Background: an optimization exercise with open tools, aiming at small area, a short achievable clock period and few clock cycles per item. Do not read the settings as production practice. Where RTL was checked, it was by simulation tests only, not by an equivalence proof against the original. For runs 3 and 4, only the layout was checked, not whether the RTL still works. Power and IR drop assume default switching activity.

**config.mk**
```make
export PLATFORM = sky130hd
export DESIGN_NAME = glyph_rounder
export DESIGN_NICKNAME = glyph_rounder
export VERILOG_FILES = /design/flow/design.v
export SDC_FILE = /design/flow/constraint.sdc
export NUM_CORES = 4
export LEC_CHECK = 0
export ABC_AREA = 1
export CAP_MARGIN = 20
export CORE_MARGIN = 2
export CORE_UTILIZATION = 40
export CTS_BUF_LIST = sky130_fd_sc_hd__clkbuf_8
export CTS_CLUSTER_DIAMETER = 100
export CTS_CLUSTER_SIZE = 30
export PLACE_DENSITY = 0.6
export SETUP_SLACK_MARGIN = 5.0
export SLEW_MARGIN = 20
```
**flow/run.sh**
```bash
#!/bin/bash
# Standard layout with sky130_fd_sc_hd__buf_2 port buffers, a tighter
# repair_timing target and explicit clock tree settings.  Make's output goes
# to flow_make.log; each ORFS step keeps its own log under orfs/logs/.
set -euo pipefail
bash standard.sh finish \
    "BUFFER_PORTS_ARGS=-buffer_cell sky130_fd_sc_hd__buf_2" \
    SETUP_SLACK_MARGIN=5.6 \
    "CTS_ARGS=-sink_clustering_enable -repair_clock_nets -sink_clustering_size 30 -sink_clustering_max_diameter 150 -sink_clustering_levels 1 -buf_list sky130_fd_sc_hd__clkbuf_8 -root_buf sky130_fd_sc_hd__clkbuf_16" \
    > flow_make.log 2>&1
```
**standard.sh**
```bash
#!/bin/bash
# synth_recipe.tcl (not shown) runs the flow's synth.tcl, then flattens the netlist and writes it again
# the make line also repeats each setting of config.mk as NAME=value (left out here)
make -C /OpenROAD-flow-scripts/flow DESIGN_CONFIG=/design/flow/config.mk WORK_HOME=/design/flow/orfs CLKGATE_MAP_FILE= SYNTH_SCRIPT=/design/flow/synth_recipe.tcl "${@:-finish}"
```
**design.v**
```verilog
module glyph_rounder (
    input  wire       clk,
    input  wire       rst,         
    input  wire       in_valid,
    output wire       in_ready,
    input  wire [7:0] in_data,
    output wire       out_valid,
    input  wire       out_ready,
    output wire [7:0] out_data
);
    reg [7:0] a [0:8];
    reg [6:0] up;
    reg [2:0] kin;           
    reg [2:0] j;             
    reg       pend;          
    reg       pre;           
    reg       newrow;        
    reg       pv;            
    reg [2:0] pcr;
    reg [5:0] acc;
    reg       inv_a;         
    reg       inv_b;         
    reg [7:0] obuf, skid;
    reg       ov, sv;
    reg       rdy;
    assign in_ready  = rdy;
    assign out_valid = ov;
    assign out_data  = obuf;
    wire adv      = pend ? ~sv : pre;           
    wire consume  = pend & ~sv;
    wire do_lower = in_valid & rdy;
    wire complete = do_lower & (kin == 3'd7);
    wire cdone    = ~pend | (j == 3'd7);        
    wire [2:0] pc = a[0][0] + a[0][1] + a[0][2] + a[0][3] +
                    a[0][4] + a[0][5] + a[0][6];
    wire       plast  = pv & (newrow ? (kin == 3'd1) : (kin == 3'd0));
    wire [5:0] tot    = acc + {3'd0, pcr};
    wire       inv_c  = (tot > 6'd28);
    wire       cnew   = plast & (j == 3'd0);        
    wire       inv    = cnew ? inv_c : inv_a;
    wire [6:0] ctr = a[8][6:0];
    wire       top = (j == 3'd0);
    wire       bot = (j == 3'd7);
    wire [6:0] res0, res1;
    genvar gx;
    generate
        for (gx = 0; gx < 7; gx = gx + 1) begin : g_col
            wire l0 = (gx == 0) ? 1'b0 : ctr[(gx == 0) ? 0 : gx - 1];
            wire l1 = (gx == 0) ? 1'b1 : ctr[(gx == 0) ? 0 : gx - 1];
            wire r0 = (gx == 6) ? 1'b0 : ctr[(gx == 6) ? 6 : gx + 1];
            wire r1 = (gx == 6) ? 1'b1 : ctr[(gx == 6) ? 6 : gx + 1];
            wire u0 = top ? 1'b0 : up[gx];
            wire u1 = top ? 1'b1 : up[gx];
            wire d0 = bot ? 1'b0 : a[7][gx];
            wire d1 = bot ? 1'b1 : a[7][gx];
            wire c0 = (l0 ^ r0) & (u0 ^ d0);
            wire c1 = (l1 ^ r1) & (u1 ^ d1);
            assign res0[gx] = ctr[gx] & ~c0;
            assign res1[gx] = ctr[gx] | c1;
        end
    endgenerate
    wire [7:0] row_out = {a[8][7], inv ? res1 : res0};
    wire [8:0] lo_m, up_m, en;
    genvar gp;
    generate
        for (gp = 0; gp < 9; gp = gp + 1) begin : g_en
            assign lo_m[gp] = rdy & (gp <= kin);
            assign up_m[gp] = adv & (gp > kin);
            assign en[gp]   = (in_valid & lo_m[gp]) | up_m[gp];
        end
    endgenerate
    integer p;
    always @(posedge clk) begin
        if (en[0])
            a[0] <= in_data;
        for (p = 1; p < 9; p = p + 1)
            if (en[p])
                a[p] <= a[p - 1];
        if (adv)
            up <= ctr;
        pcr <= pc;
        if (plast && !(pend && top))
            inv_b <= inv_c;
        if (cnew)
            inv_a <= inv_c;
        else if (adv && cdone)
            inv_a <= plast ? inv_c : inv_b;
    end
    wire       take   = ov & out_ready;
    wire       ofree  = ~ov | take;
    wire [2:0] kin_n  = kin + {2'd0, do_lower};
    wire       pre_n  = (pre & ~(adv & cdone)) | complete;
    wire       pend_n = (adv & cdone) ? pre : pend;
    wire [2:0] j_n    = (adv & cdone) ? 3'd0 : j + {2'd0, adv};
    wire       sv_n   = ofree ? 1'b0 : (sv | consume);
    wire [2:0] kin_1  = kin + 3'd1;
    wire       pre_0  = pre & ~(adv & cdone);
    wire       pre_1  = pre_0 | (kin == 3'd7);
    wire       rdy_0  = ~pre_0 & (~pend_n | (kin   <= j_n)) | (pend_n ? ~sv_n : pre_0);
    wire       rdy_1  = ~pre_1 & (~pend_n | (kin_1 <= j_n)) | (pend_n ? ~sv_n : pre_1);
    always @(posedge clk) begin
        if (ofree)
            obuf <= sv ? skid : row_out;
        else if (consume)
            skid <= row_out;
    end
    always @(posedge clk) begin
        if (rst) begin
            kin    <= 3'd0;
            j      <= 3'd0;
            pend   <= 1'b0;
            pre    <= 1'b0;
            newrow <= 1'b0;
            pv     <= 1'b0;
            acc    <= 6'd0;
            ov     <= 1'b0;
            sv     <= 1'b0;
            rdy    <= 1'b1;
        end else begin
            kin    <= kin_n;
            j      <= j_n;
            pend   <= pend_n;
            pre    <= pre_n;
            newrow <= do_lower;
            pv     <= newrow;
            if (plast)
                acc <= 6'd0;
            else if (pv)
                acc <= tot;
            ov     <= ofree ? (sv | consume) : 1'b1;
            sv     <= sv_n;
            rdy    <= (in_valid & rdy) ? rdy_1 : rdy_0;
        end
    end
endmodule
```
**constraint.sdc**
```tcl
create_clock -name core_clock -period 8.0 [get_ports {clk}]
set_input_delay 1.6000 -clock core_clock [delete_from_list [all_inputs] [get_ports {clk}]]
set_output_delay 1.6000 -clock core_clock [all_outputs]
set_load 0.01 [all_outputs]
```
==> flow_summary.ini, run 1 <==
[route]
drtPass1Iterations = 4
ant_nets = 0
dr.first_iter.drc_count = 247
vias = 3124
vias_per_cell = 4.88
wl_mm = 8.56
wire_per_inst_um = 13.4
drc_errors = 0

[yosys]
synth_area_per_cell_um2 = 12.2
synth-edff-count = 97
yosysSeqAreaShare_pct = 66.7
synth_ff_type = edfxtp_1
syn_area_um2 = 5030
synth_seq_cells = 119
synth_fp_nets = 445
synthCells = 412
synth-async-reset-ratio_pct = 0
ys_types = 38
yosysWarningCount = 2

[grt]
antenna_found_initial = 0
grt_max_degree = 22
grt_pass1_vias = 3142
overflow = 0
grt_usage_pct = 14.1
grt_pass1_wl_mm = 14.3

[clock_tree]
cts_buffers = 17
cts_tree = done
ctsRootBufferMaster = clkbuf_16
clock_path_buffers = 2
cts.sinks = 119
htreeDepth = 4
clkTransAtPathRegs_ns = 0.06
clock_latency_ns = 0.35

[setup_path]
required_ns = 6.40
critPathKind = reg2out
cp_top_family = flip-flops
rr_startpoint = a[0][3]
cp_cell_sequence = buf_2
path_buf_inv = 1
critPathLaunchType = flop
crit_fanout = 1
end_kind = primary output
cp-startpoint = obuf[6]
cp.arrival_ns = 0.90
crit_slowest_cell = edfxtp_1
max_stage_delay_ns = 0.39

[layout]
fin_area_um2 = 5920
utilization_pct = 48.6
syn_to_final_growth_pct = 17.6
antenna_cells = 0
final_common_cell = edfxtp_1
drive_gt1_share_pct = 22.9
nNetsFinal = 492
final_cell_mix = 97 x edfxtp_1, 72 x nand2_1, 39 x inv_1

[timing]
timing.fmax_ghz = 0.400
drv_slew = 0
setup_viol = 0
fin_worst_skew_ns = 0.00874
fin_crit_ns = 2.50
setup-tns-final_ns = 0
grt_setup_unrepaired = true
hold_viol = 0
relSlewSlack_pct = 66.4
fin_crit_sh_pct = 31.2
worst_slew_pin_slew_ns = 0.502

[power]
p_leak_nw = 2.31
internal-power_w = 0.00100
max-vdd-ir-drop_uv = 157
pwr-share-clk_pct = 40.0
p_switching_w = 0.000295
p_comb_share_pct = 6.2
seqPwrFrac_pct = 53.8
switching_share_pct = 22.7
power_density_nw_per_um2 = 220

[worst_hold_path]
hp-class = reg2reg
hp-start = a[5][7]

[floorplanning]
die_width_um = 116
start_util_pct = 41.4
rows = 40
dieArea_um2 = 13500
ios = 22
core-area_um2 = 12200
dieHeight_um = 116

[status]
status = finished clean

[place]
io_buffers = 21
gp_congestion = 0.795
dp_hpwl_mm = 5.93
dpl_cell_area_um2 = 5340

[job]
max-cap-violations = 0
[routing by layer]
layer | global-route usage (%) | wire, um
met5 | 0 | 0
met4 | 6.51 | 102
met3 | 4.93 | 346
met2 | 24.6 | 4600
met1 | 15.6 | 3510
[area by class of cell]
cell class / instances / area, um2
clock inverters: 15 / 139
inverters: 47 / 184
fillers: 1116 / 6250
clock buffers: 17 / 245
multi-input cells: 238 / 1550
well taps: 168 / 210
flip-flops and latches: 119 / 3360
repair buffers: 35 / 223
repair inverters: 1 / 5.00
[cells by family (layout without fill, tap and decap cells)]
family	after synthesis	in the layout	share of synthesized area [%]
AOI/OAI and AO/OA	49	49	6.04
xor gates and xnor gates	9	9	1.57
adders and majority gates	21	21	5.97
buffers and inverters	55	115	4.70
DFF	119	119	66.6
muxes	1	1	0.224
and+or+nand+nor	158	158	14.8
[flip-flops by register name, summed over array words and instances, names as in the netlist, 3 cells and up]
name and flops:
skid 8, pcr 3, up 7, obuf 8, kin 3, acc 6
a 72, j 3
[cells in the mapped netlist (4+ instances only)]
master    count  area share (%)
nand2_1      74             5.5
a211oi_1      4            0.60
a21oi_1      10            0.99
nand4_1       9             1.1
ha_1         16             4.0
nor2_1       22             1.6
o21bai_1      4            0.60
inv_1        41             3.1
edfxtp_1     97              58
dfxtp_1      22             8.8
o21ai_0      12             1.2
o22ai_1      10             1.2
and2_1        7            0.87
xor2_1        6             1.0
inv_2         5            0.37
nand3_1      28             2.8
fa_1          5             2.0
[power by group through the flow]
stage	logic [W]	clock network, W	registers [W]
finish	0.0000805	0.000519	0.000699
global route	0.0000965	0.000560	0.000702
CTS	0.0000806	0.000534	0.000700
detailed placement	0.0000782	0	0.000714
global placement	0.0000766	0	0.000713
floorplan	0.0000603	0	0.000710
[metrics by stage]
stage | cells | hold WS (ns) | setup slack (ns) | total power (W)
after floorplan | 412 | 0.400 | 5.49 | 0.000770
after global placement | 593 | 0.401 | 5.21 | 0.000790
after detailed placement | 593 | 0.405 | 5.13 | 0.000792
after CTS | 628 | 0.421 | 5.48 | 0.00131
after global routing | 640 | 0.426 | 5.44 | 0.00136
final | 640 | 0.420 | 5.50 | 0.00130
[path summary, 6_finish.rpt]
path | depth (start not counted) | slack (ns) | end
min reg2reg | 0 | 0.42 | a[6][7]
max reg2reg | 8 | 5.59 | pcr[1]
max | 1 | 5.50 | out_data[6]
min | 0 | 0.42 | a[6][7]
[what timing repair did]
action / in CTS / in global routing
setup endpoints to repair: 28 / 36
cloned: 0 / 1
pin swaps: 2 / 3
resized for setup: 13 / 8
setup buffers: 3 / 11
hold buffers: 0 / 0
[worst register-to-register path, stage by stage, from the launching register on]
cell and delay, ns:
edfxtp_1 0.41, fa_1 0.55, inv_1 0.05, fa_1 0.47, inv_1 0.05, fa_2 0.33
inv_2 0.06, fa_1 0.39, inv_1 0.05
Testbench counts, summed over its fixed seeds: cycles 25,680, items 3,200.
==> run 2: changes to the inputs <==
==> flow/run.sh (replaced) <==
#!/bin/bash
# Standard ORFS layout (the standard.sh) with a few extra make settings:
# port buffers of a chosen cell, the repair_timing target and clock tree
# options.  Make's output goes to flow_make.log; each ORFS step keeps its own
# log under orfs/logs/.
set -euo pipefail
bash standard.sh finish \
    "BUFFER_PORTS_ARGS=-buffer_cell sky130_fd_sc_hd__buf_2" \
    SETUP_SLACK_MARGIN=5.6 \
    "CTS_ARGS=-sink_clustering_enable -repair_clock_nets -buf_list sky130_fd_sc_hd__clkbuf_4 -root_buf sky130_fd_sc_hd__clkbuf_16" \
    > flow_make.log 2>&1
--- a/config.mk
+++ b/config.mk
@@ -11,5 +11,2 @@
 export CORE_UTILIZATION = 40
-export CTS_BUF_LIST = sky130_fd_sc_hd__clkbuf_8
-export CTS_CLUSTER_DIAMETER = 100
-export CTS_CLUSTER_SIZE = 30
 export PLACE_DENSITY = 0.6
==> run 2 against run 1 <==
- still clean
- via count down 1.3%
- total power is 6.9% lower
- area after synthesis did not move
- final area fell by 1.6%
- clock skew is 0.0055 ns higher
- worst hold slack gained 0.00087 ns
==> flow_summary.ini, run 2 <==
[yosys]
synthMuxAreaShare_pct = 0.224
synth_fp_nets = 445
synth_top_area_share_pct = 57.9
synth_adder_area_share_pct = 5.97
ys_types = 38
synth_most_common_cell = edfxtp_1
ys_top_cells_by_area = edfxtp_1 58%, dfxtp_1 8.8%, nand2_1 5.5%
synth_seq_cells = 119
synth_top_family_by_area = simple AND/OR/NAND/NOR gates
synthCells = 412
synth_compound_area_share_pct = 6.04
synth_area_per_cell_um2 = 12.2
yosysWarningCount = 2
yosysSeqAreaShare_pct = 66.7
synth_ff_type = edfxtp_1
synthSimpleGateAreaFrac_pct = 14.8
syn_area_um2 = 5030
netlist_top_cells_count = 97 x edfxtp_1, 74 x nand2_1, 41 x inv_1, 28 x nand3_1
synthXorXnorAreaFrac_pct = 1.57
synth-edff-count = 97
synth-async-reset-ratio_pct = 0
yosysTopAreaCell = edfxtp_1

[floorplanning]
ios = 22
rows = 40
core-area_um2 = 12200
start_util_pct = 41.4
die_width_um = 116
dieHeight_um = 116
dieArea_um2 = 13500

[grt]
grt_usage_pct = 13.9
grt_pass1_vias = 3114
overflow = 0
grt_pass1_wl_mm = 14.2
grt_max_degree = 22
antenna_found_initial = 0

[clock_tree]
ctsRootBufferMaster = clkbuf_16
clock_path_buffers = 2
cts_tree = done
clock_latency_ns = 0.36
cts_hold_buf = 0
cts.sinks = 119
clkTransAtPathRegs_ns = 0.10
cts_buffers = 17
htreeDepth = 4

[layout]
nNetsFinal = 490
antenna_cells = 0
syn_to_final_growth_pct = 15.7
multi_input_area_um2 = 1550
final_common_cell = edfxtp_1
regArea_um2 = 3370
n_fill_cell = 1127
drive_gt1_share_pct = 23.0
regMostFlops = a
final_cell_mix = 97 x edfxtp_1, 72 x nand2_1, 38 x inv_1
largest_register_ffs = 72
reg_top3 = a (72), obuf (8), skid (8)

[timing]
timing.fmax_ghz = 0.399
fin_worst_skew_ns = 0.0142
fin_crit_sh_pct = 31.3
hold_viol = 0
whs_ns = 0.421
relSlewSlack_pct = 55.3
grt_setup_unrepaired = true
drv_slew = 0
setup_viol = 0
fin_crit_ns = 2.51
setup-tns-final_ns = 0
worst_slew_pin_slew_ns = 0.666

[setup_path]
max_stage_delay_ns = 0.40
cp-startpoint = obuf[6]
cp_top_family = flip-flops
rr_startpoint = a[0][3]
crit_slowest_cell = edfxtp_1
path_buf_inv = 1
critPathKind = reg2out
crit_fanout = 1
rrSetupSlack_ns = 5.59
required_ns = 6.40
end_kind = primary output
critPathLaunchType = flop
cp_cell_sequence = buf_2
cp.arrival_ns = 0.91

[route]
ant_nets = 0
dr.first_iter.drc_count = 260
drtPass1Iterations = 4
vias = 3082
wl_mm = 8.58
wire_per_inst_um = 13.4
drc_errors = 0
vias_per_cell = 4.83

[power]
max-vdd-ir-drop_uv = 203
seqPwrFrac_pct = 57.8
p_switching_w = 0.000286
switching_share_pct = 23.7
power_w = 0.00121
p_comb_share_pct = 6.6
pwr-share-clk_pct = 35.7
internal-power_w = 0.000923
power_density_nw_per_um2 = 208
p_leak_nw = 2.26

[status]
status = finished clean

[place]
io_buffers = 21
gp_congestion = 0.795
dp_hpwl_mm = 5.93

[worst_hold_path]
hp-start = a[2][4]
hp-class = reg2reg

[job]
max-cap-violations = 0
[run 2: power by group through the flow]
| stage | clock network [W] | logic, W | registers [W] |
|---|---|---|---|
| final | 0.000431 | 0.0000797 | 0.000698 |
| after global routing | 0.000466 | 0.0000954 | 0.000701 |
| after CTS | 0.000438 | 0.0000798 | 0.000699 |
| after detailed placement | 0 | 0.0000782 | 0.000714 |
| after global placement | 0 | 0.0000766 | 0.000713 |
| after floorplan | 0 | 0.0000603 | 0.000710 |
[run 2: cell families (layout without fill, tap and decap cells)]
kind of cell	after synthesis	count (layout)
compound gates	49	49
xor+xnor	9	9
fa+ha+maj	21	21
buf+inv	55	113
flops	119	119
mux	1	1
simple gates	158	158
[run 2: path summary, 6_finish.rpt]
path                  to  depth (start not counted)
max reg2reg       pcr[1]                          8
min              a[3][4]                          0
max          out_data[6]                          1
min reg2reg      a[3][4]                          0
[run 2: final cells by class]
| type | count | share of cell area [%] |
|---|---|---|
| inverter | 47 | 3.40 |
| timing repair buffer | 33 | 3.57 |
| clock buffer | 18 | 2.62 |
| clock inverter | 14 | 2.32 |
| timing repair inverter | 1 | 0.0860 |
| tap | 168 | 3.61 |
| sequential | 119 | 57.8 |
| multi-input combinational | 238 | 26.6 |
[run 2: stage by stage]
stage / setup WS (ns) / util [%] / instance area (um2) / std cells
finish: 5.49 / 47.8 / 5820 / 638
global route: 5.46 / 47.8 / 5820 / 638
CTS: 5.47 / 46.7 / 5680 / 628
detailed placement: 5.13 / 43.9 / 5340 / 593
global placement: 5.21 / 43.9 / 5340 / 593
floorplan: 5.49 / - / 5090 / 412
[run 2: what timing repair did]
action | 4_1_cts | 5_1_grt
pin swaps | 2 | 4
buffers inserted | 3 | 9
cloned | 0 | 1
hold endpoints to repair | 0 | 0
resized for setup | 12 | 13
setup endpoints to repair | 28 | 28
[run 2: layer usage]
layer  vias to the layer above  global-route usage (%)  share of wire (%)
met5                         -                       0                  0
met4                         0                    5.79                1.9
met3                        13                    4.57                3.4
met2                        45                    24.4                 52
met1                      1477                    15.7                 43
li1                       1547                       -                  -
==> run 3: changes to the inputs <==
--- a/design.v
+++ b/design.v
@@ -43,21 +43,7 @@
     wire       bot = (j == 3'd7);
-    wire [6:0] res0, res1;
-    genvar gx;
-    generate
-        for (gx = 0; gx < 7; gx = gx + 1) begin : g_col
-            wire l0 = (gx == 0) ? 1'b0 : ctr[(gx == 0) ? 0 : gx - 1];
-            wire l1 = (gx == 0) ? 1'b1 : ctr[(gx == 0) ? 0 : gx - 1];
-            wire r0 = (gx == 6) ? 1'b0 : ctr[(gx == 6) ? 6 : gx + 1];
-            wire r1 = (gx == 6) ? 1'b1 : ctr[(gx == 6) ? 6 : gx + 1];
-            wire u0 = top ? 1'b0 : up[gx];
-            wire u1 = top ? 1'b1 : up[gx];
-            wire d0 = bot ? 1'b0 : a[7][gx];
-            wire d1 = bot ? 1'b1 : a[7][gx];
-            wire c0 = (l0 ^ r0) & (u0 ^ d0);
-            wire c1 = (l1 ^ r1) & (u1 ^ d1);
-            assign res0[gx] = ctr[gx] & ~c0;
-            assign res1[gx] = ctr[gx] | c1;
-        end
-    endgenerate
-    wire [7:0] row_out = {a[8][7], inv ? res1 : res0};
+    wire [8:0] hp  = {inv, ctr, inv};                  
+    wire [6:0] uu  = top ? {7{inv}} : up;
+    wire [6:0] dd  = bot ? {7{inv}} : a[7][6:0];
+    wire [6:0] cor = (hp[8:2] ^ hp[6:0]) & (uu ^ dd);
+    wire [7:0] row_out = {a[8][7], (ctr & ~cor) | ({7{inv}} & cor)};
     wire [8:0] lo_m, up_m, en;
==> run 3 against run 2 <==
- still clean
- wire length shrank 3.6%
- synthesized cell count grew 4.4%
- die area shrank 0.21%
- core utilization grew 0.62 points
- worst setup slack gained 0.016 ns
- global-route usage shrank 0.39 points
- critical path type unchanged
==> flow_summary.ini, run 3 <==
[route]
drtPass1Iterations = 4
drc_errors = 0
wl_mm = 8.27
ant_nets = 0
wire_per_inst_um = 12.7
vias = 3042
vias_per_cell = 4.67
dr.first_iter.drc_count = 176

[grt]
grt_max_degree = 17
antenna_found_initial = 0
grt_pass1_vias = 2935
overflow = 0
grt_usage_pct = 13.5
grt_pass1_wl_mm = 13.4

[layout]
utilization_pct = 48.5
antenna_cells = 0
final_common_cell = edfxtp_1
syn_to_final_growth_pct = 16.9
drive_gt1_share_pct = 26.9
multi_input_area_um2 = 1600
reg_top3 = a (72), obuf (8), skid (8)
regArea_um2 = 3370
largest_register_ffs = 72
regMostFlops = a
n_fill_cell = 1096
nNetsFinal = 506
final_cells = 652
final_cell_mix = 97 x edfxtp_1, 80 x nand2_1, 45 x inv_1
fin_area_um2 = 5870

[yosys]
syn_area_um2 = 5020
synth_compound_area_share_pct = 3.99
synth_adder_area_share_pct = 6.23
synthMuxAreaShare_pct = 0
yosysSeqAreaShare_pct = 66.8
ys_types = 34
synthCells = 430
synth_seq_cells = 119
synth-edff-count = 97
yosysTopAreaCell = edfxtp_1
synth_ff_type = edfxtp_1
synthXorXnorAreaFrac_pct = 1.40
netlist_top_cells_count = 97 x edfxtp_1, 97 x nand2_1, 52 x inv_1, 25 x nand3_1, 25 x nor2_1
synth-async-reset-ratio_pct = 0
synth_area_per_cell_um2 = 11.7
synth_top_family_by_area = simple AND/OR/NAND/NOR gates
ys_top_cells_by_area = edfxtp_1 58%, dfxtp_1 8.8%, nand2_1 7.3%
yosysWarningCount = 2
synthSimpleGateAreaFrac_pct = 16.6
synth_fp_nets = 464
synth_top_area_share_pct = 58.0

[setup_path]
critPathKind = reg2out
crit_fanout = 1
path_buf_inv = 1
max_stage_delay_ns = 0.38
critPathLaunchType = flop
cp.arrival_ns = 0.89
crit_slowest_cell = edfxtp_1
cp_top_family = flip-flops
required_ns = 6.40
end_kind = primary output
cp_cell_sequence = buf_2

[floorplanning]
dieArea_um2 = 13500
die_width_um = 116
core-area_um2 = 12100
rows = 40
start_util_pct = 41.4
ios = 22
dieHeight_um = 116

[timing]
grt_setup_unrepaired = true
fin_crit_ns = 2.49
setup-tns-final_ns = 0
hold_viol = 0
relSlewSlack_pct = 54.6
fin_worst_skew_ns = 0.0132
fin_crit_sh_pct = 31.1
worst_slew_pin_slew_ns = 0.675
setup_viol = 0
timing.fmax_ghz = 0.402
drv_slew = 0

[power]
power_w = 0.00125
power_density_nw_per_um2 = 213
max-vdd-ir-drop_uv = 165
p_leak_nw = 2.32

[clock_tree]
clock_latency_ns = 0.36
ctsRootBufferMaster = clkbuf_16
clock_path_buffers = 2
htreeDepth = 4
cts_buffers = 17
clkTransAtPathRegs_ns = 0.10
cts.sinks = 119
cts_tree = done

[job]
max-cap-violations = 0

[status]
status = finished clean

[place]
dpl_cell_area_um2 = 5360
dp.cells = 614
dp_hpwl_mm = 5.69
gp_congestion = 0.762
io_buffers = 21

[worst_hold_path]
hp-class = reg2reg
==> run 3: changes by cell type in the layout (fill, tap and decap cells not counted), moves of 4 or more <==
| cell | before | now |
|---|---|---|
| o22ai_1 | 10 | 0 |
| inv_1 | 38 | 45 |
| o21bai_1 | 4 | 0 |
| nand3_1 | 28 | 23 |
| nand2_1 | 72 | 80 |
| inv_2 | 5 | 15 |
| buf_4 | 12 | 6 |
| nand2_2 | 3 | 21 |
==> run 3: timing repair <==
item                                    4_1_cts  5_1_grt
endpoints found under the setup margin       31       50
gates resized for setup                      39       12
hold buffers                                  0        0
pin swaps                                    25       17
setup buffers                                 3        3
gates cloned                                  1        0
==> run 3: cell type report <==
type | instances | area share [%]
clock buffer | 17 | 2.47
clock inverter | 14 | 2.73
inverter | 60 | 3.84
multi-input combinational | 247 | 27.2
sequential | 119 | 57.4
tap | 168 | 3.58
timing repair buffer | 27 | 2.77
==> run 3: metrics by stage <==
step | hold slack (ns) | setup slack [ns]
6_report | 0.424 | 5.51
5_1_grt | 0.434 | 5.41
4_1_cts | 0.428 | 5.49
3_5_place_dp | 0.405 | 5.06
3_3_place_gp | 0.402 | 5.21
2_1_floorplan | 0.400 | 5.48
==> run 3: kinds of logic (layout without fill, tap and decap cells) <==
kind of cell    Yosys count  count (layout)
compound gates           35              36
xor+xnor                  8               8
simple gates            181             181
flops                   119             119
buf+inv                  65             118
fa+ha+maj                22              22
==> run 3: worst paths after layout <==
kind / start / to / slack [ns] / cells after the start
max: obuf[4] / out_data[4] / 5.51 / 1
min: a[2][0] / a[3][0] / 0.42 / 0
max reg2reg: acc[0] / skid[1] / 5.55 / 13
min reg2reg: a[2][0] / a[3][0] / 0.42 / 0
==> run 3: per-layer routing <==
layer  GRT usage (%)  wire length [um]  vias to the layer above
met4            7.54               171                        0
li1                -                 -                     1538
met1            15.0              3560                     1444
met3            3.77               252                       15
met5               0                 0                        -
met2            23.5              4280                       45
==> run 3: report_power, final <==
group / internal, W / switching [W]
clock: 0.000230 / 0.000218
combinational: 0.0000424 / 0.0000576
sequential: 0.000687 / 0.0000138
total: 0.000960 / 0.000289
==> run 4: changes to the inputs <==
--- a/flow/run.sh
+++ b/flow/run.sh
@@ -8,3 +8,3 @@
     "BUFFER_PORTS_ARGS=-buffer_cell sky130_fd_sc_hd__buf_2" \
-    SETUP_SLACK_MARGIN=5.6 \
+    SETUP_SLACK_MARGIN=5.8 \
     "CTS_ARGS=-sink_clustering_enable -repair_clock_nets -buf_list sky130_fd_sc_hd__clkbuf_4 -root_buf sky130_fd_sc_hd__clkbuf_16" \
==> run 4 against run 3 <==
- clock skew is 0.0067 ns higher
- sequential cell count stayed put
- sequential power hardly changed
- clock power is 14% higher
- highest routed layer unchanged
- non-clock buffer count is 10 higher
- still clean
- worst hold slack worse by 0.011 ns
- critical path depth is 12 higher
- wire length is 4.2% higher
- total power is 5.8% higher
==> flow_summary.ini, run 4 <==
[setup_path]
path_buf_inv = 0
crit_slowest_cell = fa_2
cp_common_cell = nand2_2
crit_fanout = 7
critPathLaunchType = flop
cp_top_family = simple AND/OR/NAND/NOR gates
cp.arrival_ns = 2.63
max_stage_delay_ns = 0.54
cp_cell_sequence = ha_4, fa_2, or2_4, nand2_2, nor2_2, nand2_2, nand3_4, nand3_4, nand2_2, nand2_1, nand3_1, nand2_1, and2_1
end_kind = flop
required_ns = 8.12
critPathKind = reg2reg

[timing]
relSlewSlack_pct = 54.8
grt_setup_unrepaired = true
fin_crit_sh_pct = 31.4
drv_slew = 0
hold_viol = 0
setup_viol = 0
worst_slew_pin_slew_ns = 0.670
fin_worst_skew_ns = 0.0199
setup-tns-final_ns = 0
fin_crit_ns = 2.51
timing.fmax_ghz = 0.398

[yosys]
synth_fp_nets = 464
yosysSeqAreaShare_pct = 66.8
yosysTopAreaCell = edfxtp_1
synth_top_area_share_pct = 58.0
yosysWarningCount = 2
synth-edff-count = 97
syn_area_um2 = 5020
synth_ff_type = edfxtp_1
ys_top_cells_by_area = edfxtp_1 58%, dfxtp_1 8.8%, nand2_1 7.3%
synth-async-reset-ratio_pct = 0
synth_area_per_cell_um2 = 11.7
synth_seq_cells = 119
ys_types = 34
netlist_top_cells_count = 97 x edfxtp_1, 97 x nand2_1, 52 x inv_1, 25 x nand3_1, 25 x nor2_1
synthCells = 430

[place]
io_buffers = 21
dp_hpwl_mm = 5.63
dpl_cell_area_um2 = 5440
gp_congestion = 0.803

[clock_tree]
cts_buffers = 17
htreeDepth = 4
cts_hold_buf = 0
clock_path_buffers = 2
cts.sinks = 119
ctsRootBufferMaster = clkbuf_16
cts_tree = done
clkTransAtPathRegs_ns = 0.10
clock_latency_ns = 0.36

[route]
vias_per_cell = 4.69
drtPass1Iterations = 4
ant_nets = 0
dr.first_iter.drc_count = 94
vias = 3107
wl_mm = 8.62
wire_per_inst_um = 13.0
drc_errors = 0

[layout]
final_common_cell = edfxtp_1
fin_area_um2 = 6180
final_cell_mix = 97 x edfxtp_1, 71 x nand2_1, 42 x inv_1
nNetsFinal = 516
largest_register_ffs = 72
syn_to_final_growth_pct = 23.0
regMostFlops = a
antenna_cells = 0
reg_top3 = a (72), obuf (8), skid (8)
drive_gt1_share_pct = 34.1

[power]
internal-power_w = 0.00101
p_comb_share_pct = 8.4
switching_share_pct = 23.7
seqPwrFrac_pct = 53.1
p_switching_w = 0.000313
power_density_nw_per_um2 = 214
pwr-share-clk_pct = 38.5
max-vdd-ir-drop_uv = 175
p_leak_nw = 2.41

[grt]
grt_pass1_wl_mm = 13.7
grt_usage_pct = 13.7
grt_pass1_vias = 2977
grt_max_degree = 17
overflow = 0
antenna_found_initial = 0

[worst_hold_path]
hp-class = reg2reg

[floorplanning]
dieArea_um2 = 13500
dieHeight_um = 116
core-area_um2 = 12100
rows = 40
ios = 22
die_width_um = 116
start_util_pct = 41.4

[status]
status = finished clean

[job]
max-cap-violations = 0
-- run 4: worst paths after layout --
check	cells past startpoint	slack [ns]	from	end
setup / recovery	13	5.49	acc[0]	skid[1]
hold / removal	0	0.41	a[6][5]	a[7][5]
setup reg to reg	13	5.49	acc[0]	skid[1]
hold reg to reg	0	0.41	a[6][5]	a[7][5]
-- run 4: final cells by class --
cell class	count	area, um2
fill	1079	5940
sequential	119	3370
multi-input combinational	247	1770
timing repair buffer	37	248
inverter	60	231
tap	168	210
clock inverter	14	196
clock buffer	18	153
-- run 4: routing by layer --
| metal | GRT usage, % | vias up | wire [um] |
|---|---|---|---|
| met5 | 0 | - | 0 |
| met4 | 6.83 | 0 | 205 |
| met3 | 5.18 | 18 | 329 |
| met2 | 23.5 | 51 | 4470 |
| met1 | 14.8 | 1478 | 3610 |
| li1 | - | 1560 | - |
-- run 4: power by group through the flow --
stage	Clock (W)	Combinational (W)	Sequential (W)
finish	0.000509	0.000111	0.000703
global route	0.000549	0.000127	0.000706
CTS	0.000520	0.000105	0.000703
detailed placement	0	0.0000951	0.000717
global placement	0	0.0000939	0.000716
floorplan	0	0.0000750	0.000712
-- run 4: per-stage QoR --
step                worst slack (ns)  power (W)  instances  utilization (%)  hold WS, ns
finish                          5.49    0.00132        663             51.0        0.413
global route                    5.38    0.00138        663             51.0        0.413
CTS                             5.50    0.00133        656             49.7        0.414
detailed placement              5.04   0.000812        614             44.9        0.405
global placement                5.20   0.000810        614             44.9        0.401
floorplan                       5.48   0.000787        430                -        0.400
-- run 4: worst register-to-register path, stage by stage, from the launching register on --
cell	delay [ns]
dfxtp_2	0.35
ha_4	0.16
fa_2	0.54
or2_4	0.12
nand2_2	0.05
nor2_2	0.14
nand2_2	0.09
nand3_4	0.11
nand3_4	0.20
nand2_2	0.13
nand2_1	0.08
nand3_1	0.09
nand2_1	0.07
and2_1	0.15
-- run 4: repair_timing --
| item | in CTS | in global routing |
|---|---|---|
| cloned | 1 | 0 |
| buffers inserted | 9 | 7 |
| setup endpoints to repair | 88 | 62 |
| gates resized for setup | 41 | 27 |
| pin swaps | 32 | 21 |
-- run 4: cell families after synthesis --
kind of cell / Yosys count / synth area share, %
buffers and inverters: 65 / 4.99
AND/OR/NAND/NOR: 181 / 16.6
adder cells (fa/ha/maj): 22 / 6.23
AO/OA/AOI/OAI: 35 / 3.99
flip-flops: 119 / 66.8
XOR/XNOR: 8 / 1.40
==> run 5: changes to the inputs <==
--- a/design.v
+++ b/design.v
@@ -33,4 +33,6 @@
     wire cdone    = ~pend | (j == 3'd7);        
-    wire [2:0] pc = a[0][0] + a[0][1] + a[0][2] + a[0][3] +
-                    a[0][4] + a[0][5] + a[0][6];
+    wire top      = (j == 3'd0);
+    wire bot      = (j == 3'd7);
+    wire [2:0] pc     = a[0][0] + a[0][1] + a[0][2] + a[0][3] +
+                        a[0][4] + a[0][5] + a[0][6];
     wire       plast  = pv & (newrow ? (kin == 3'd1) : (kin == 3'd0));
@@ -38,8 +40,6 @@
     wire       inv_c  = (tot > 6'd28);
-    wire       cnew   = plast & (j == 3'd0);        
+    wire       cnew   = plast & top;                
     wire       inv    = cnew ? inv_c : inv_a;
     wire [6:0] ctr = a[8][6:0];
-    wire       top = (j == 3'd0);
-    wire       bot = (j == 3'd7);
-    wire [8:0] hp  = {inv, ctr, inv};                  
+    wire [8:0] hp  = {inv, ctr, inv};               
     wire [6:0] uu  = top ? {7{inv}} : up;
@@ -48,3 +48,3 @@
     wire [7:0] row_out = {a[8][7], (ctr & ~cor) | ({7{inv}} & cor)};
-    wire [8:0] lo_m, up_m, en;
+    wire [8:0] up_m, en;
     genvar gp;
@@ -52,5 +52,4 @@
         for (gp = 0; gp < 9; gp = gp + 1) begin : g_en
-            assign lo_m[gp] = rdy & (gp <= kin);
             assign up_m[gp] = adv & (gp > kin);
-            assign en[gp]   = (in_valid & lo_m[gp]) | up_m[gp];
+            assign en[gp]   = do_lower | up_m[gp];
         end
@@ -81,7 +80,2 @@
     wire       sv_n   = ofree ? 1'b0 : (sv | consume);
-    wire [2:0] kin_1  = kin + 3'd1;
-    wire       pre_0  = pre & ~(adv & cdone);
-    wire       pre_1  = pre_0 | (kin == 3'd7);
-    wire       rdy_0  = ~pre_0 & (~pend_n | (kin   <= j_n)) | (pend_n ? ~sv_n : pre_0);
-    wire       rdy_1  = ~pre_1 & (~pend_n | (kin_1 <= j_n)) | (pend_n ? ~sv_n : pre_1);
     always @(posedge clk) begin
@@ -117,3 +111,3 @@
             sv     <= sv_n;
-            rdy    <= (in_valid & rdy) ? rdy_1 : rdy_0;
+            rdy    <= ~pend_n | ~sv_n;
         end
--- a/flow/run.sh
+++ b/flow/run.sh
@@ -8,3 +8,3 @@
     "BUFFER_PORTS_ARGS=-buffer_cell sky130_fd_sc_hd__buf_2" \
-    SETUP_SLACK_MARGIN=5.8 \
+    SETUP_SLACK_MARGIN=5.3 \
     "CTS_ARGS=-sink_clustering_enable -repair_clock_nets -buf_list sky130_fd_sc_hd__clkbuf_4 -root_buf sky130_fd_sc_hd__clkbuf_16" \
==> run 5 against run 4 <==
- combinational power fell by 16%
- die area down 5.7%
- wire length decreased by 15%
- non-clock buffer count is 14 lower
- register-to-register slack lost 0.04 ns
- critical path depth down 8
- clock skew is 0.0051 ns lower
==> flow_summary.ini, run 5 <==
[floorplanning]
die_width_um = 113
ios = 22
dieHeight_um = 113
rows = 39
start_util_pct = 41.2
core-area_um2 = 11500
dieArea_um2 = 12700

[yosys]
syn_area_um2 = 4720
ys_types = 31
synth_ff_type = edfxtp_1
synth-edff-count = 97
synth-async-reset-ratio_pct = 0
synth_area_per_cell_um2 = 12.2
synthCells = 386
netlist_top_cells_count = 97 x edfxtp_1, 93 x nand2_1, 48 x inv_1, 22 x dfxtp_1, 21 x nand3_1
synth_seq_cells = 119
yosysTopAreaCell = edfxtp_1
synth_most_common_cell = edfxtp_1
ys_top_cells_by_area = edfxtp_1 62%, dfxtp_1 9.3%, nand2_1 7.4%
synth_top_area_share_pct = 61.7
yosysSeqAreaShare_pct = 71.0
synth_fp_nets = 410
yosysWarningCount = 2

[grt]
grt_max_degree = 17
grt_pass1_vias = 2763
grt_pass1_wl_mm = 12.2
grt_usage_pct = 12.3
overflow = 0
antenna_found_initial = 0

[timing]
fin_worst_skew_ns = 0.0148
fin_crit_ns = 2.61
setup-tns-final_ns = 0
hold_viol = 0
relSlewSlack_pct = 39.8
timing.fmax_ghz = 0.383
grt_setup_unrepaired = true
drv_slew = 0
worst_slew_pin_slew_ns = 0.896
fin_crit_sh_pct = 32.7
whs_ns = 0.422
setup_viol = 0

[route]
vias = 2763
wire_per_inst_um = 12.6
wl_mm = 7.31
vias_per_cell = 4.76
dr.first_iter.drc_count = 182
ant_nets = 0
drc_errors = 0
drtPass1Iterations = 4

[place]
dp.cells = 545
io_buffers = 21
dp_hpwl_mm = 4.94
dpl_cell_area_um2 = 4980
gp_congestion = 0.794

[setup_path]
critPathLaunchType = input port
cp.arrival_ns = 2.62
max_stage_delay_ns = 0.42
path_buf_inv = 2
critPathKind = in2reg
cp_cell_sequence = buf_2, nand2_1, inv_1, nor2_1, a31oi_2
end_kind = flop
cp_top_family = compound AO/OA/AOI/OAI gates
crit_slowest_cell = a31oi_2
crit_fanout = 8
required_ns = 8.01

[job]
max-cap-violations = 0

[power]
power_density_nw_per_um2 = 243
p_leak_nw = 2.15
power_w = 0.00131
max-vdd-ir-drop_uv = 184

[layout]
antenna_cells = 0
drive_gt1_share_pct = 17.4
largest_register_ffs = 72
reg_top3 = a (72), obuf (8), skid (8)
syn_to_final_growth_pct = 14.3
fin_area_um2 = 5400
final_cell_mix = 97 x edfxtp_1, 92 x nand2_1, 48 x inv_1
nNetsFinal = 448
regMostFlops = a
final_common_cell = edfxtp_1
final_cells = 580

[clock_tree]
clkTransAtPathRegs_ns = 0.12
cts_tree = done
htreeDepth = 4
cts.sinks = 119
ctsRootBufferMaster = clkbuf_16
clock_latency_ns = 0.36
clock_path_buffers = 2
cts_buffers = 17

[status]
status = finished clean

[worst_hold_path]
hp-class = reg2reg
## run 5: what timing repair did
item,4_1_cts,5_1_grt
endpoints found under the setup margin,23,46
setup buffers,0,1
hold buffers,0,0
gates cloned,0,2
pin swaps,0,3
resized for setup,2,8
## run 5: layout make-up
type / instances / area [um2]
multi-input combinational: 212 / 1220
fill: 1052 / 6070
inverter: 51 / 191
tap: 143 / 179
clock inverter: 15 / 191
timing repair buffer: 23 / 120
clock buffer: 17 / 145
sequential: 119 / 3350
## run 5: report_power, final
group | internal (W) | switching [W] | leakage (nW)
combinational | 0.0000374 | 0.0000558 | 0.856
sequential | 0.000711 | 0.0000185 | 1.12
clock | 0.000243 | 0.000247 | 0.174
total | 0.000992 | 0.000321 | 2.15
## run 5: through the flow
step                utilization, %  worst slack [ns]
finish                        47.1              5.39
floorplan                        -              5.19
global placement              43.4              4.87
CTS                           46.4              5.25
detailed placement            43.4              4.82
global route                  47.1              5.26
## run 5: cell families after synthesis
kind of cell	synth area share, %
and+or+nand+nor	15.8
adders and majority gates	3.97
xor gates and xnor gates	1.67
buffers and inverters	4.90
DFF	71.0
AOI/OAI and AO/OA	2.68
## run 5: metal layers
layer,track usage (%),up-vias,wire length (um)
met5,0,-,0
met4,6.18,0,180
met3,4.00,18,293
met2,19.5,57,3510
met1,15.0,1290,3320
li1,-,1398,-
## run 5: worst reg2reg max path, cell delays in order (launching register included)
cell     delay, ns
dfxtp_1       0.35
ha_4          0.18
fa_1          0.42
xor2_1        0.20
nand2_1       0.08
nor2_1        0.13
nand2_2       0.10
nand3_4       0.16
nand3_4       0.14
nand2_1       0.13
inv_1         0.05
nand2_1       0.07
nand3_1       0.07
nand2_1       0.06
nand2_1       0.07
nand2_1       0.06
nand2_1       0.05
## run 5: worst paths after layout
path	start	to	slack (ns)	depth (start not counted)
setup / recovery	in_valid	a[5][5]	5.39	5
hold reg to reg	a[2][7]	a[3][7]	0.42	0
setup reg to reg	pcr[0]	obuf[6]	5.45	16
hold / removal	a[2][7]	a[3][7]	0.42	0
Testbench counts of run 5, summed over its fixed seeds: cycles 25,680, items 3,200.
==> run 6: changes to the inputs <==
--- a/flow/run.sh
+++ b/flow/run.sh
@@ -8,3 +8,3 @@
     "BUFFER_PORTS_ARGS=-buffer_cell sky130_fd_sc_hd__buf_2" \
-    SETUP_SLACK_MARGIN=5.3 \
+    SETUP_SLACK_MARGIN=5.45 \
     "CTS_ARGS=-sink_clustering_enable -repair_clock_nets -buf_list sky130_fd_sc_hd__clkbuf_4 -root_buf sky130_fd_sc_hd__clkbuf_16" \
==> run 6 against run 5 <==
- sequential cell count is the same
- clock power is essentially flat
- via count shrank 0.76%
- final cell count grew 0.52%
- wire length grew 0.41%
- highest routed layer unchanged
- critical endpoint is now in_ready
- total power grew 1.2%
- sequential power is essentially flat
- worst hold slack lost 0.0090 ns
==> flow_summary.ini, run 6 <==
[status]
status = finished clean

[route]
dr.first_iter.drc_count = 157
ant_nets = 0
drtPass1Iterations = 5
drc_errors = 0
wire_per_inst_um = 12.6
wl_mm = 7.34
vias_per_cell = 4.70
vias = 2742

[clock_tree]
clkTransAtPathRegs_ns = 0.11
clock_latency_ns = 0.36
htreeDepth = 4
cts_buffers = 17
ctsRootBufferMaster = clkbuf_16
cts.sinks = 119
clock_path_buffers = 2
cts_tree = done

[yosys]
synth_ff_type = edfxtp_1
synth_top_area_share_pct = 61.7
ys_top_cells_by_area = edfxtp_1 62%, dfxtp_1 9.3%, nand2_1 7.4%
yosysTopAreaCell = edfxtp_1
synth_seq_cells = 119
yosysSeqAreaShare_pct = 71.0
synth_fp_nets = 410
synth_most_common_cell = edfxtp_1
syn_area_um2 = 4720
synth-edff-count = 97
netlist_top_cells_count = 97 x edfxtp_1, 93 x nand2_1, 48 x inv_1, 22 x dfxtp_1, 21 x nand3_1
synthCells = 386
yosysWarningCount = 2
synth-async-reset-ratio_pct = 0
ys_types = 31
synth_area_per_cell_um2 = 12.2

[layout]
regArea_um2 = 3360
multi_input_area_um2 = 1350
regMostFlops = a
final_cells = 583
final_common_cell = edfxtp_1
n_fill_cell = 1029
final_cell_mix = 97 x edfxtp_1, 76 x nand2_1, 45 x inv_1
largest_register_ffs = 72
reg_top3 = a (72), obuf (8), skid (8)
antenna_cells = 0
nNetsFinal = 451
drive_gt1_share_pct = 24.5
syn_to_final_growth_pct = 18.0

[place]
dp.cells = 545
gp_congestion = 0.824
dp_hpwl_mm = 5.03
io_buffers = 21

[grt]
grt_pass1_vias = 2692
grt_pass1_wl_mm = 12.3
grt_max_degree = 17
grt_usage_pct = 12.6
overflow = 0
antenna_found_initial = 0

[timing]
fin_worst_skew_ns = 0.0147
drv_slew = 0
setup_viol = 0
grt_setup_unrepaired = true
timing.fmax_ghz = 0.401
setup-tns-final_ns = 0
fin_crit_sh_pct = 31.2
whs_ns = 0.413
fin_crit_ns = 2.49
worst_slew_pin_slew_ns = 0.719
hold_viol = 0
relSlewSlack_pct = 51.8

[setup_path]
max_stage_delay_ns = 0.40
cp_cell_sequence = buf_2
crit_slowest_cell = dfxtp_2
cp.arrival_ns = 0.89
critPathLaunchType = flop
path_buf_inv = 1
end_kind = primary output
rrSetupSlack_ns = 5.55
critPathKind = reg2out
cp_top_family = flip-flops
required_ns = 6.40
crit_fanout = 2

[power]
p_leak_nw = 2.18
power_w = 0.00133
max-vdd-ir-drop_uv = 123
power_density_nw_per_um2 = 238

[floorplanning]
rows = 39
start_util_pct = 41.2
dieHeight_um = 113
dieArea_um2 = 12700
ios = 22
core-area_um2 = 11500
die_width_um = 113

[job]
max-cap-violations = 0

[worst_hold_path]
hp-class = reg2reg
run 6: cell counts after synthesis:
Identical to the previous run, type by type.
run 6: cell type report:
type	instances	area share, %
sequential	119	60.3
timing repair buffer	26	2.78
clock inverter	13	3.21
multi-input combinational	212	24.2
clock buffer	19	2.87
tap	143	3.21
inverter	51	3.44
run 6: what timing repair did:
item | in CTS | in global routing
hold buffers | 0 | 0
buffers inserted | 1 | 3
endpoints found under the setup margin | 15 | 15
gates cloned | 2 | 0
resized for setup | 6 | 32
pin swaps | 3 | 29
run 6: cell families after synthesis:
kind of cell | Yosys count | synth area share [%]
simple gates | 166 | 15.8
buf+inv | 57 | 4.90
xor+xnor | 9 | 1.67
flops | 119 | 71.0
compound gates | 23 | 2.68
fa+ha+maj | 12 | 3.97
run 6: path summary, 6_finish.rpt:
| check | startpoint | endpoint | depth (start not counted) |
|---|---|---|---|
| worst max-delay path | rdy | in_ready | 1 |
| worst min-delay path | a[5][6] | a[6][6] | 0 |
| worst max register to register | acc[0] | obuf[6] | 16 |
| worst min register to register | a[5][6] | a[6][6] | 0 |
run 6: power by group:
group          switching, W  leakage (nW)  internal, W  total (W)
Clock              0.000219         0.166     0.000272   0.000491
Combinational     0.0000624         0.894    0.0000456   0.000108
Sequential        0.0000186          1.12     0.000711   0.000730
Total              0.000300          2.18      0.00103    0.00133
run 6: routing by layer:
metal	routed length, um	up-vias	GRT usage [%]
met1	3320	1264	14.9
met4	172	0	6.59
li1	-	1403	-
met2	3540	60	20.3
met3	309	15	4.54
met5	0	-	0
run 6: stage by stage:
stage	setup WS (ns)	instance area, um2	util (%)
after floorplan	5.51	4790	-
after global placement	5.32	5040	44.0
after detailed placement	5.26	5040	44.0
after CTS	5.41	5440	47.4
after global routing	5.41	5570	48.6
final	5.51	5570	48.6
==> run 7: changes to the inputs <==
--- a/flow/run.sh
+++ b/flow/run.sh
@@ -8,3 +8,3 @@
     "BUFFER_PORTS_ARGS=-buffer_cell sky130_fd_sc_hd__buf_2" \
-    SETUP_SLACK_MARGIN=5.45 \
+    SETUP_SLACK_MARGIN=5.6 \
     "CTS_ARGS=-sink_clustering_enable -repair_clock_nets -buf_list sky130_fd_sc_hd__clkbuf_4 -root_buf sky130_fd_sc_hd__clkbuf_16" \
==> run 7 against run 6 <==
- still clean on timing, DRC and antenna
- worst hold slack better by 0.013 ns
- critical path depth unchanged
- area after synthesis unchanged
- clock skew up 0.0017 ns
- final cell count up 0.69%
- synthesized cell count unchanged
- sequential share of layout area up 0.19 points
- via count up 3.9%
- final area down 0.20%
- largest cell class unchanged
- largest power group unchanged
==> flow_summary.ini, run 7 <==
[yosys]
synth_area_per_cell_um2 = 12.2
syn_area_um2 = 4720
netlist_top_cells_count = 97 x edfxtp_1, 93 x nand2_1, 48 x inv_1, 22 x dfxtp_1, 21 x nand3_1
synth_seq_cells = 119
yosysWarningCount = 2
synth-edff-count = 97
ys_top_cells_by_area = edfxtp_1 62%, dfxtp_1 9.3%, nand2_1 7.4%
yosysTopAreaCell = edfxtp_1
ys_types = 31
synth-async-reset-ratio_pct = 0
synth_fp_nets = 410
synth_ff_type = edfxtp_1
synthCells = 386
synth_top_area_share_pct = 61.7
yosysSeqAreaShare_pct = 71.0
synth_most_common_cell = edfxtp_1

[grt]
overflow = 0
grt_max_degree = 17
antenna_found_initial = 0
grt_pass1_vias = 2907
grt_pass1_wl_mm = 13.1
grt_usage_pct = 13.3

[timing]
setup_viol = 0
fin_worst_skew_ns = 0.0165
hold_viol = 0
drv_slew = 0
grt_setup_unrepaired = true
fin_crit_ns = 2.51
worst_slew_pin_slew_ns = 0.598
fin_crit_sh_pct = 31.3
relSlewSlack_pct = 59.9
timing.fmax_ghz = 0.399
setup-tns-final_ns = 0

[route]
drc_errors = 0
vias = 2848
drtPass1Iterations = 4
ant_nets = 0
wire_per_inst_um = 12.8
vias_per_cell = 4.85
dr.first_iter.drc_count = 165
wl_mm = 7.52

[setup_path]
critPathKind = reg2out
required_ns = 6.40
crit_slowest_cell = edfxtp_1
cp_cell_sequence = buf_2
critPathLaunchType = flop
rrSetupSlack_ns = 5.52
path_buf_inv = 1
crit_fanout = 1
max_stage_delay_ns = 0.40
cp_top_family = flip-flops
end_kind = primary output
cp.arrival_ns = 0.91

[place]
dp.cells = 545
gp_congestion = 0.852
dp_hpwl_mm = 5.07
dpl_cell_area_um2 = 5060
io_buffers = 21

[layout]
largest_register_ffs = 72
drive_gt1_share_pct = 25.0
syn_to_final_growth_pct = 17.7
utilization_pct = 48.5
final_cell_mix = 97 x edfxtp_1, 82 x nand2_1, 43 x inv_1
regMostFlops = a
n_fill_cell = 994
nNetsFinal = 455
reg_top3 = a (72), obuf (8), skid (8)
final_common_cell = edfxtp_1
fin_area_um2 = 5560
antenna_cells = 0
final_cells = 587

[job]
max-cap-violations = 0

[power]
p_leak_nw = 2.18
max-vdd-ir-drop_uv = 171
power_density_nw_per_um2 = 225

[floorplanning]
dieHeight_um = 113
core-area_um2 = 11500
start_util_pct = 41.2
ios = 22
rows = 39
die_width_um = 113
dieArea_um2 = 12700

[status]
status = finished clean

[clock_tree]
ctsRootBufferMaster = clkbuf_16
cts_tree = done
cts_buffers = 17
clock_path_buffers = 2
clock_latency_ns = 0.37
htreeDepth = 4
cts.sinks = 119
clkTransAtPathRegs_ns = 0.12

[worst_hold_path]
hp-class = reg2reg
[run 7: cell types whose count changed in the layout (fill, tap and decap cells not counted), sizes merged]
| cell | change |
|---|---|
| clkinvlp | -3 |
| clkinv | -1 |
| inv | +10 |
| bufinv | -4 |
| clkbuf | -2 |
| buf | +4 |
[run 7: metal layers]
metal	GRT usage, %	up-vias	part of all wire [%]
met3	4.48	11	3.8
li1	-	1412	-
met4	5.61	0	1.5
met2	22.6	62	52
met5	0	-	0
met1	15.3	1363	43
[run 7: cell families (layout without fill, tap and decap cells)]
| group | Yosys count | count (layout) | share of synthesized area (%) |
|---|---|---|---|
| AO/OA/AOI/OAI | 23 | 23 | 2.68 |
| XOR/XNOR | 9 | 9 | 1.67 |
| adder cells (fa/ha/maj) | 12 | 12 | 3.97 |
| buffers and inverters | 57 | 113 | 4.90 |
| flip-flops | 119 | 119 | 71.0 |
| AND/OR/NAND/NOR | 166 | 168 | 15.8 |
[run 7: final timing paths]
kind / from / end / cells past startpoint
hold reg to reg: a[2][3] / a[3][3] / 0
setup reg to reg: acc[0] / skid[1] / 13
setup / recovery: obuf[3] / out_data[3] / 1
hold / removal: a[2][3] / a[3][3] / 0
[run 7: repair_timing]
| item | CTS | global route |
|---|---|---|
| buffers inserted | 4 | 3 |
| hold buffers | 0 | 0 |
| gates resized for setup | 23 | 15 |
| pin swaps | 16 | 22 |
| setup endpoints to repair | 25 | 25 |
| cloned | 2 | 0 |
[run 7: area by class of cell]
class                      instances  area, um2  share of cell area [%]
multi-input combinational        212       1350                    24.3
inverter                          51        196                    3.53
clock inverter                    15        130                    2.34
clock buffer                      17        145                    2.61
sequential                       119       3360                    60.4
tap                              143        179                    3.22
timing repair buffer              30        195                    3.51
[run 7: stage by stage]
| stage | setup WS (ns) | hold slack [ns] | total power [W] |
|---|---|---|---|
| final | 5.49 | 0.426 | 0.00125 |
| after floorplan | 5.57 | 0.400 | 0.000808 |
| after global placement | 5.34 | 0.401 | 0.000831 |
| after detailed placement | 5.32 | 0.405 | 0.000836 |
| after global routing | 5.39 | 0.430 | 0.00132 |
| after CTS | 5.47 | 0.426 | 0.00126 |
[run 7: where the power goes]
group	leakage, nW	switching, W	internal [W]
registers	1.12	0.0000184	0.000711
logic	0.907	0.0000642	0.0000482
clock network	0.149	0.000257	0.000155
[run 7: worst register-to-register path, stage by stage, from the launching register on]
cell	delay (ns)
dfxtp_2	0.36
ha_4	0.16
fa_2	0.47
or2_4	0.24
nand2_2	0.06
nor2_2	0.04
nand2_2	0.08
nand3_4	0.14
buf_12	0.17
nand3_4	0.10
nand4_1	0.12
nand3_1	0.09
nand2_1	0.07
and2_1	0.15
==> run 8: changes to the inputs <==
--- a/config.mk
+++ b/config.mk
@@ -10,4 +10,4 @@
 export CORE_MARGIN = 2
-export CORE_UTILIZATION = 40
-export PLACE_DENSITY = 0.6
+export CORE_UTILIZATION = 65
+export PLACE_DENSITY = 0.75
 export SETUP_SLACK_MARGIN = 5.0
==> run 8 against run 7 <==
- still clean on timing, DRC and antenna
- final area about the same
- clock skew decreased by 0.0024 ns
- area after synthesis unchanged
- clock power increased by 7.1%
- count of clock-buffer cells in the layout increased by 1
- worst hold slack got worse by 0.011 ns
- register-to-register slack got worse by 0.04 ns
- wire length increased by 7.5%
- final cell count decreased by 8.0%
- highest routed layer unchanged
- critical path type is now reg2reg
==> flow_summary.ini, run 8 <==
[job]
max-cap-violations = 0

[yosys]
synth_top_area_share_pct = 61.7
synth_compound_area_share_pct = 2.68
synth-edff-count = 97
synth_adder_area_share_pct = 3.97
synth-async-reset-ratio_pct = 0
synthCells = 386
synth_ff_type = edfxtp_1
synthSimpleGateAreaFrac_pct = 15.8
synth_most_common_cell = edfxtp_1
syn_area_um2 = 4720
yosysSeqAreaShare_pct = 71.0
yosysWarningCount = 2
synth_top_family_by_area = simple AND/OR/NAND/NOR gates
synthXorXnorAreaFrac_pct = 1.67
synth_fp_nets = 410
ys_types = 31
yosysTopAreaCell = edfxtp_1
netlist_top_cells_count = 97 x edfxtp_1, 93 x nand2_1, 48 x inv_1, 22 x dfxtp_1, 21 x nand3_1
ys_top_cells_by_area = edfxtp_1 62%, dfxtp_1 9.3%, nand2_1 7.4%
synth_area_per_cell_um2 = 12.2
synth_seq_cells = 119
synthMuxAreaShare_pct = 0

[place]
io_buffers = 21
dp_hpwl_mm = 5.22
gp_congestion = 0.817

[route]
drtPass1Iterations = 4
dr.first_iter.drc_count = 172
ant_nets = 0
wl_mm = 8.08
wire_per_inst_um = 15.0
drc_errors = 0
vias_per_cell = 5.36
vias = 2893

[floorplanning]
rows = 31
ios = 22
core-area_um2 = 7140
dieArea_um2 = 7960
start_util_pct = 66.2
dieHeight_um = 89.2
die_width_um = 89.2

[clock_tree]
cts_tree = done
clock_latency_ns = 0.36
clkTransAtPathRegs_ns = 0.11
cts_buffers = 17
cts_hold_buf = 0
clock_path_buffers = 2
ctsRootBufferMaster = clkbuf_16
cts.sinks = 119
htreeDepth = 4

[layout]
regMostFlops = a
reg_top3 = a (72), obuf (8), skid (8)
drive_gt1_share_pct = 27.7
multi_input_area_um2 = 1410
final_common_cell = edfxtp_1
final_cell_mix = 97 x edfxtp_1, 71 x nand2_1, 43 x inv_1
regArea_um2 = 3360
largest_register_ffs = 72
nNetsFinal = 452
syn_to_final_growth_pct = 17.7
n_fill_cell = 449
antenna_cells = 0

[grt]
grt_pass1_wl_mm = 12.4
overflow = 0
antenna_found_initial = 0
grt_pass1_vias = 2719
grt_usage_pct = 21.7
grt_max_degree = 17

[timing]
setup_viol = 0
fin_crit_sh_pct = 31.5
relSlewSlack_pct = 50.0
fin_crit_ns = 2.52
grt_setup_unrepaired = true
hold_viol = 0
worst_slew_pin_slew_ns = 0.745
drv_slew = 0
fin_worst_skew_ns = 0.0140
timing.fmax_ghz = 0.397
setup-tns-final_ns = 0

[setup_path]
crit_fanout = 7
cp_common_cell = nand2_2
crit_slowest_cell = fa_2
path_buf_inv = 1
rrSetupSlack_ns = 5.48
critPathLaunchType = flop
cp_cell_sequence = ha_4, fa_2, or2_4, nand2_2, nor2_2, nand2_2, nand3_4, nand3_4, buf_4, nand2_4, nand2_4, nand3_2, nand2_2, and2_4
required_ns = 8.12
cp.arrival_ns = 2.64
cp_top_family = simple AND/OR/NAND/NOR gates
end_kind = flop
critPathKind = reg2reg
max_stage_delay_ns = 0.53

[worst_hold_path]
hp-class = reg2reg

[power]
max-vdd-ir-drop_uv = 201
power_w = 0.00129
power_density_nw_per_um2 = 231
p_leak_nw = 2.19

[status]
status = finished clean
==> run 8: cell counts after synthesis <==
No cell type changed its count.
==> run 8: stage by stage <==
step                cells  setup WS (ns)  instance area (um2)  hold WS (ns)  util, %
floorplan             386           5.57                 4810         0.400        -
global placement      501           5.36                 5010         0.401     70.2
detailed placement    501           5.32                 5010         0.405     70.2
CTS                   538           5.49                 5460         0.412     76.5
global route          540           5.39                 5560         0.421     77.9
finish                540           5.48                 5560         0.415     77.9
==> run 8: path summary, 6_finish.rpt <==
check	end	depth (start not counted)	from
setup reg to reg	skid[4]	14	acc[0]
setup / recovery	skid[4]	14	acc[0]
hold reg to reg	a[5][5]	0	a[4][5]
hold / removal	a[5][5]	0	a[4][5]
==> run 8: what timing repair did <==
| action | in CTS | in global routing |
|---|---|---|
| setup buffers | 3 | 2 |
| setup endpoints to repair | 33 | 25 |
| gates resized for setup | 29 | 26 |
| gates cloned | 2 | 0 |
| hold endpoints to repair | 0 | 0 |
| pin swaps | 18 | 27 |
==> run 8: power breakdown <==
part	total (W)	internal (W)	switching [W]
logic	0.000115	0.0000468	0.0000686
registers	0.000730	0.000711	0.0000198
clock network	0.000440	0.000210	0.000230
total	0.00129	0.000967	0.000319
==> run 8: cell families after synthesis <==
logic type	after synthesis
AO/OA/AOI/OAI	23
XOR/XNOR	9
adder cells (fa/ha/maj)	12
buffers and inverters	57
flip-flops	119
AND/OR/NAND/NOR	166
==> run 8: cell type report <==
type	instances	share of cell area [%]
timing repair buffer	27	2.93
multi-input combinational	212	25.4
sequential	119	60.4
inverter	51	3.53
clock inverter	14	2.72
clock buffer	18	2.75
tap	99	2.23
==> run 8: routing by layer <==
layer	vias to the layer above	routed length [um]	GRT usage, %	share of wire [%]
met1	1390	3210	25.7	40
li1	1407	-	-	-
met4	0	189	10.6	2.3
met3	12	444	7.02	5.5
met5	-	0	0	0
met2	84	4230	36.0	52
==> run 8: worst reg2reg max path: cells and delay by family (launching register included) <==
family | cells | cell delay, ns
simple gates | 11 | 1.07
fa+ha+maj | 2 | 0.69
flops | 1 | 0.35
buf+inv | 1 | 0.19

re-timing with driven ports:
No port has a modelled driver above. Below, the same layouts with a new extraction and two added sets of constraints. Step 1: set_driving_cell puts a clkbuf_16 on clk and a buf_2 on each other input, an assumption about the parent block. Step 2 adds t to the input delays and takes it off the output delays; t is the mean of the earliest and latest rising clock arrival at the registers after step 1. Input paths then give back, and output paths get back, about the clock's delay inside the block. a / b / c = no drivers / after step 1 / after step 2; a / b = the first two.
| run | shift t [ns] | slack for setup (ns) | worst slew at a driven data input, ns |
|---|---|---|---|
| run 1 | 0.387 | 5.502 / 5.466 / 5.324 | 0.03 |
| run 2 | 0.387 | 5.494 / 5.459 / 5.265 | 0.03 |
| run 3 | 0.393 | 5.510 / 5.472 / 5.283 | 0.03 |
| run 4 | 0.386 | 5.490 / 5.485 / 5.365 | 0.05 |
| run 5 | 0.388 | 5.386 / 5.398 / 5.011 | 0.04 |
| run 6 | 0.386 | 5.507 / 5.471 / 5.273 | 0.03 |
| run 7 | 0.393 | 5.493 / 5.458 / 5.365 | 0.03 |
| run 8 | 0.385 | 5.483 / 5.483 / 5.358 | 0.03 |
After both steps every run listed still meets setup and hold. The setup slack of run 5, which loses most, moves by +0.012 ns with the drivers and by -0.375 ns with both steps.
